Context: an optimization exercise on an open-source flow, tuned for small area, a short achievable clock period and few clock cycles per item. The choices shown serve that exercise and are no tape-out recipe. The RTL was checked by simulation tests, not by an equivalence proof against the original design.

==> inputs of run a <==
// yuv2rgb
module yuv2rgb (
    input  wire       clk,
    input  wire       rst,
    input  wire       in_valid,
    output wire       in_ready,
    input  wire [7:0] in_y,
    input  wire [7:0] in_u,
    input  wire [7:0] in_v,
    output wire       out_valid,
    input  wire       out_ready,
    output wire [7:0] out_r,
    output wire [7:0] out_g,
    output wire [7:0] out_b,
    output wire [7:0] out_luma
);
clock: 16.0 ns
lec_check: 0
cap_margin: 20
core_margin: 2
core_utilization: 40
slew_margin: 20
synth_hierarchical: 1
synth_minimum_keep_size: 0
standard.sh (not shown) runs the stock make flow with config.mk's settings and CLKGATE_MAP_FILE= SYNTH_SCRIPT=/design/flow/synth_recipe.tcl, a recipe that flattens the netlist after the stock synthesis.
==> flow/flow/run.sh <==
#!/bin/bash
# Standard ORFS layout (the standard.sh) with two changes in how it is made:
#  - the port buffers buffer_ports inserts are sky130_fd_sc_hd__buf_1 cells
#    (every input and output port still gets its own buffer);
#  - timing repair is asked to leave 10.5 ns of setup slack at the design's
#    16 ns clock, so the resizer works on the critical paths.
# Clock period, I/O constraints and all other steps are the standard ones.
set -euo pipefail
export BUFFER_PORTS_ARGS="-buffer_cell sky130_fd_sc_hd__buf_1"
bash standard.sh SETUP_SLACK_MARGIN=10.5 finish > standard_flow.log 2>&1
==> inputs of run b, as changes to run a <==
--- a/flow/design.v
+++ b/flow/design.v
@@ -528,41 +528,36 @@
 wire qg_f101, qg_f102;
 aoa qg_f101_m (.g1(qg_f67), .p1(qg_f68), .g0(qg_f89), .p0(qg_f90), .g(qg_f101), .p(qg_f102));
 wire qg_f103, qg_f104;
 aoa qg_f103_m (.g1(qg_f71), .p1(qg_f72), .g0(qg_f95), .p0(qg_f96), .g(qg_f103), .p(qg_f104));
 wire qg_f105, qg_f106;
 aoa qg_f105_m (.g1(qg_f75), .p1(qg_f76), .g0(qg_f93), .p0(qg_f94), .g(qg_f105), .p(qg_f106));
-wire qg_f107 = qg_f60 ^ qg_f58;
-wire qg_f108;
-ao qg_f108_m (.g1(qg_f59), .p1(qg_f60), .g0(qg_f58), .g(qg_f108));
-wire qg_f109 = qg_f62 ^ qg_f108;
-wire qg_f110;
-ao qg_f110_m (.g1(qg_f79), .p1(qg_f80), .g0(qg_f58), .g(qg_f110));
-wire qg_f111 = qg_f64 ^ qg_f110;
-wire qg_f112;
-ao qg_f112_m (.g1(qg_f99), .p1(qg_f100), .g0(qg_f58), .g(qg_f112));
-wire qg_f113 = qg_f66 ^ qg_f112;
-wire qg_f114;
-ao qg_f114_m (.g1(qg_f89), .p1(qg_f90), .g0(qg_f58), .g(qg_f114));
-wire qg_f115 = qg_f68 ^ qg_f114;
-wire qg_f116;
-ao qg_f116_m (.g1(qg_f101), .p1(qg_f102), .g0(qg_f58), .g(qg_f116));
-wire qg_f117 = qg_f70 ^ qg_f116;
-wire qg_f118;
-ao qg_f118_m (.g1(qg_f95), .p1(qg_f96), .g0(qg_f58), .g(qg_f118));
-wire qg_f119 = qg_f72 ^ qg_f118;
-wire qg_f120;
-ao qg_f120_m (.g1(qg_f103), .p1(qg_f104), .g0(qg_f58), .g(qg_f120));
-wire qg_f121 = qg_f74 ^ qg_f120;
-wire qg_f122;
-ao qg_f122_m (.g1(qg_f93), .p1(qg_f94), .g0(qg_f58), .g(qg_f122));
-wire qg_f123 = qg_f76 ^ qg_f122;
-wire qg_f124;
-ao qg_f124_m (.g1(qg_f105), .p1(qg_f106), .g0(qg_f58), .g(qg_f124));
-wire qg_f125 = qg_f78 ^ qg_f124;
-wire [9:0] qg = {qg_f125, qg_f123, qg_f121, qg_f119, qg_f117, qg_f115, qg_f113, qg_f111, qg_f109, qg_f107};
+wire qg_f107 = ~qg_f60;
+wire qg_f108 = qg_f62 ^ qg_f59;
+wire qg_f109 = qg_f62 ^ (qg_f59 | qg_f60);
+wire qg_f110 = qg_f64 ^ qg_f79;
+wire qg_f111 = qg_f64 ^ (qg_f79 | qg_f80);
+wire qg_f112 = qg_f66 ^ qg_f99;
+wire qg_f113 = qg_f66 ^ (qg_f99 | qg_f100);
+wire qg_f114 = qg_f68 ^ qg_f89;
+wire qg_f115 = qg_f68 ^ (qg_f89 | qg_f90);
+wire qg_f116 = qg_f70 ^ qg_f101;
+wire qg_f117 = qg_f70 ^ (qg_f101 | qg_f102);
+wire qg_f118 = qg_f72 ^ qg_f95;
+wire qg_f119 = qg_f72 ^ (qg_f95 | qg_f96);
+wire qg_f120 = qg_f74 ^ qg_f103;
+wire qg_f121 = qg_f74 ^ (qg_f103 | qg_f104);
+wire qg_f122 = qg_f76 ^ qg_f93;
+wire qg_f123 = qg_f76 ^ (qg_f93 | qg_f94);
+wire qg_f124 = qg_f78 ^ qg_f105;
+wire qg_f125 = qg_f78 ^ (qg_f105 | qg_f106);
+wire [9:0] qg_s0 = {qg_f124, qg_f122, qg_f120, qg_f118, qg_f116, qg_f114, qg_f112, qg_f110, qg_f108, qg_f60};
+wire [9:0] qg_s1 = {qg_f125, qg_f123, qg_f121, qg_f119, qg_f117, qg_f115, qg_f113, qg_f111, qg_f109, qg_f107};
+wire [7:0] qg_c0 = qg_s0[9] ? 8'd0 : qg_s0[8] ? 8'd255 : qg_s0[7:0];
+wire [7:0] qg_c1 = qg_s1[9] ? 8'd0 : qg_s1[8] ? 8'd255 : qg_s1[7:0];
+wire [7:0] qg_c = qg_f58 ? qg_c1 : qg_c0;
 wire qb_w1 = 1'b1 ^ s1_u[7];
 wire qb_w2 = 1'b1 & s1_u[7];
 wire qb_w3 = 1'b1 ^ ~s1_u[6];
 wire qb_w4 = 1'b1 & ~s1_u[6];
 wire qb_w5 = 1'b1 ^ ~s1_u[7] ^ ~s1_u[5];
 wire qb_w6 = (1'b1 & ~s1_u[7]) | (1'b1 & ~s1_u[5]) | (~s1_u[7] & ~s1_u[5]);
@@ -747,13 +742,13 @@
     reg [7:0] s2_r, s2_g, s2_b;
     always @(posedge clk) begin
         if (rst) s2_v <= 1'b0;
         else if (adv) s2_v <= s1_v;
         if (adv) begin
             s2_r <= qr[9] ? 8'd0 : qr[8] ? 8'd255 : qr[7:0];
-            s2_g <= qg[9] ? 8'd0 : qg[8] ? 8'd255 : qg[7:0];
+            s2_g <= qg_c;
             s2_b <= qb[9] ? 8'd0 : qb[8] ? 8'd255 : qb[7:0];
         end
     end
 wire ql_w1 = 1'b1 ^ s2_r[6] ^ ~s2_r[4];
 wire ql_w2 = (1'b1 & s2_r[6]) | (1'b1 & ~s2_r[4]) | (s2_r[6] & ~s2_r[4]);
 wire ql_w3, ql_w4;
@@ -1125,42 +1120,39 @@
 wire ql_f75, ql_f76;
 aoa ql_f75_m (.g1(ql_f47), .p1(ql_f48), .g0(ql_f59), .p0(ql_f60), .g(ql_f75), .p(ql_f76));
 wire ql_f77, ql_f78;
 aoa ql_f77_m (.g1(ql_f51), .p1(ql_f52), .g0(ql_f67), .p0(ql_f68), .g(ql_f77), .p(ql_f78));
 wire ql_f79, ql_f80;
 aoa ql_f79_m (.g1(ql_f55), .p1(ql_f56), .g0(ql_f73), .p0(ql_f74), .g(ql_f79), .p(ql_f80));
-wire ql_f81 = ql_f44 ^ ql_f42;
-wire ql_f82;
-ao ql_f82_m (.g1(ql_f43), .p1(ql_f44), .g0(ql_f42), .g(ql_f82));
-wire ql_f83 = ql_f46 ^ ql_f82;
-wire ql_f84;
-ao ql_f84_m (.g1(ql_f59), .p1(ql_f60), .g0(ql_f42), .g(ql_f84));
-wire ql_f85 = ql_f48 ^ ql_f84;
-wire ql_f86;
-ao ql_f86_m (.g1(ql_f75), .p1(ql_f76), .g0(ql_f42), .g(ql_f86));
-wire ql_f87 = ql_f50 ^ ql_f86;
-wire ql_f88;
-ao ql_f88_m (.g1(ql_f67), .p1(ql_f68), .g0(ql_f42), .g(ql_f88));
-wire ql_f89 = ql_f52 ^ ql_f88;
-wire ql_f90;
-ao ql_f90_m (.g1(ql_f77), .p1(ql_f78), .g0(ql_f42), .g(ql_f90));
-wire ql_f91 = ql_f54 ^ ql_f90;
-wire ql_f92;
-ao ql_f92_m (.g1(ql_f73), .p1(ql_f74), .g0(ql_f42), .g(ql_f92));
-wire ql_f93 = ql_f56 ^ ql_f92;
-wire ql_f94;
-ao ql_f94_m (.g1(ql_f79), .p1(ql_f80), .g0(ql_f42), .g(ql_f94));
-wire ql_f95 = ql_f58 ^ ql_f94;
-wire [7:0] ql = {ql_f95, ql_f93, ql_f91, ql_f89, ql_f87, ql_f85, ql_f83, ql_f81};
+wire ql_f81 = ~ql_f44;
+wire ql_f82 = ql_f46 ^ ql_f43;
+wire ql_f83 = ql_f46 ^ (ql_f43 | ql_f44);
+wire ql_f84 = ql_f48 ^ ql_f59;
+wire ql_f85 = ql_f48 ^ (ql_f59 | ql_f60);
+wire ql_f86 = ql_f50 ^ ql_f75;
+wire ql_f87 = ql_f50 ^ (ql_f75 | ql_f76);
+wire ql_f88 = ql_f52 ^ ql_f67;
+wire ql_f89 = ql_f52 ^ (ql_f67 | ql_f68);
+wire ql_f90 = ql_f54 ^ ql_f77;
+wire ql_f91 = ql_f54 ^ (ql_f77 | ql_f78);
+wire ql_f92 = ql_f56 ^ ql_f73;
+wire ql_f93 = ql_f56 ^ (ql_f73 | ql_f74);
+wire ql_f94 = ql_f58 ^ ql_f79;
+wire ql_f95 = ql_f58 ^ (ql_f79 | ql_f80);
+wire [7:0] ql_s0 = {ql_f94, ql_f92, ql_f90, ql_f88, ql_f86, ql_f84, ql_f82, ql_f44};
+wire [7:0] ql_s1 = {ql_f95, ql_f93, ql_f91, ql_f89, ql_f87, ql_f85, ql_f83, ql_f81};
+wire [7:0] ql_c0 = ql_s0[7:0];
+wire [7:0] ql_c1 = ql_s1[7:0];
+wire [7:0] ql_c = ql_f42 ? ql_c1 : ql_c0;
     reg       s3_v;
     reg [7:0] s3_r, s3_g, s3_b, s3_l;
     always @(posedge clk) begin
         if (rst) s3_v <= 1'b0;
         else if (adv) s3_v <= s2_v;
         if (adv) begin
-            s3_r <= s2_r; s3_g <= s2_g; s3_b <= s2_b; s3_l <= ql;
+            s3_r <= s2_r; s3_g <= s2_g; s3_b <= s2_b; s3_l <= ql_c;
         end
     end
     assign out_valid = s3_v;
     assign out_r = s3_r;
     assign out_g = s3_g;
     assign out_b = s3_b;
==> flow/flow/run.sh (replaced) <==
#!/bin/bash
# Standard ORFS layout (the standard.sh) with two changes in how it is made:
#  - the port buffers buffer_ports inserts are sky130_fd_sc_hd__buf_1 cells
#    (every input and output port still gets its own buffer);
#  - timing repair is asked to leave 11.0 ns of setup slack at the design's
#    16 ns clock, so the resizer works on the critical paths.
# Clock period, I/O constraints and all other steps are the standard ones.
set -euo pipefail
export BUFFER_PORTS_ARGS="-buffer_cell sky130_fd_sc_hd__buf_1"
bash standard.sh SETUP_SLACK_MARGIN=11.4 finish > standard_flow.log 2>&1
GPL_TIMING_DRIVEN = 1   (was default)
==> inputs of run c, as changes to run a <==
==> flow/flow/run.sh (replaced) <==
#!/bin/bash
# Standard ORFS layout (the standard.sh) with two changes in how it is made:
#  - the port buffers buffer_ports inserts are sky130_fd_sc_hd__buf_1 cells
#    (every input and output port still gets its own buffer);
#  - timing repair is asked to leave 11.0 ns of setup slack at the design's
#    16 ns clock, so the resizer works on the critical paths.
# Clock period, I/O constraints and all other steps are the standard ones.
set -euo pipefail
export BUFFER_PORTS_ARGS="-buffer_cell sky130_fd_sc_hd__buf_1"
bash standard.sh SETUP_SLACK_MARGIN=11.0 finish > standard_flow.log 2>&1
==> notes <==
Die area: run c is smaller than run b (0.54%).
In flip-flop and latch count, run b and run a do not differ.
Between run a and run b, the lower synthesized cell count is in run a (gap about 4%, measured against run b).
Between run b and run c, the lower clock skew is in run c (gap 0.67 ps).
Against run a, the global-route usage of run b is higher by 1.0 points.
The highest sequential share of layout area belongs to run a, the lowest to run b.
Against run c, the fmax of run b is larger by 5.6%.
==> figures <==
metric                                                             run c      run a      run b
Aggregate global-route resource usage                              0.190      0.182      0.192
Net count of the finished layout                                    1392       1359       1456
Fin Hold WS                                                       460 ps     461 ps     476 ps
Distinct cell type count of the synthesized netlist                   24         24         32
Non-filler cells in the finished layout                             1420       1387       1482
Non-clock buffer count                                               125         92        150
Clock network area share                                          0.0229     0.0235     0.0220
Vert. Die Dim                                                     178 um     178 um     179 um
Post-CTS Repair Setup Buffers                                         33          0         60
Proportion of cell area occupied by multi-input gates              0.648      0.660      0.644
Critical path arrival                                            5060 ps    5400 ps    4780 ps
Result of the run                       no timing/DRC/antenna violations  no timing/DRC/antenna violations  no timing/DRC/antenna violations
Area of the mapped netlist                                     12100 um2  12100 um2  12200 um2
Post-layout worst setup margin                                  11070 ps   10720 ps   11330 ps
Share of the clock period used by the worst path after layout      0.308      0.330      0.292
Core region area                                               29800 um2  29800 um2  29900 um2
Wire length the detailed router placed on met1                  12300 um   11600 um   12500 um
Testbench counts of run a, summed over its fixed seeds: cycles 16,024, items 16,000.
Testbench counts of run b, summed over its fixed seeds: cycles 16,024, items 16,000.
Testbench counts of run c, summed over its fixed seeds: cycles 16,024, items 16,000.

==> re-timing with driven ports <==
How much do the figures lean on ideal ports? The routed layouts below were timed once more, with nothing changed but the port constraints.
Step 1, drivers: a clkbuf_16 drives clk and a buf_2 each remaining input, both assumed.
Step 2 moves the port delays by t, midway between the first and last clock arrival at a register: inputs arrive t later, outputs are due t later. That takes back most of the time a late clock gives input paths.
Slacks: ideal / step 1 / step 2; pairs: ideal / step 1.
run	t, ns	setup slack, ns	worst data-port slew with drivers (ns)
run a	0.410	10.719 / 10.719 / 10.719	0.05
run b	0.411	11.332 / 11.332 / 11.262	0.05
run c	0.412	11.069 / 11.069 / 11.069	0.05
After both steps setup and hold are still met in every run listed. The setup slack of run b, which loses most, moves by 0.000 ns with the drivers and by -0.070 ns with both steps.
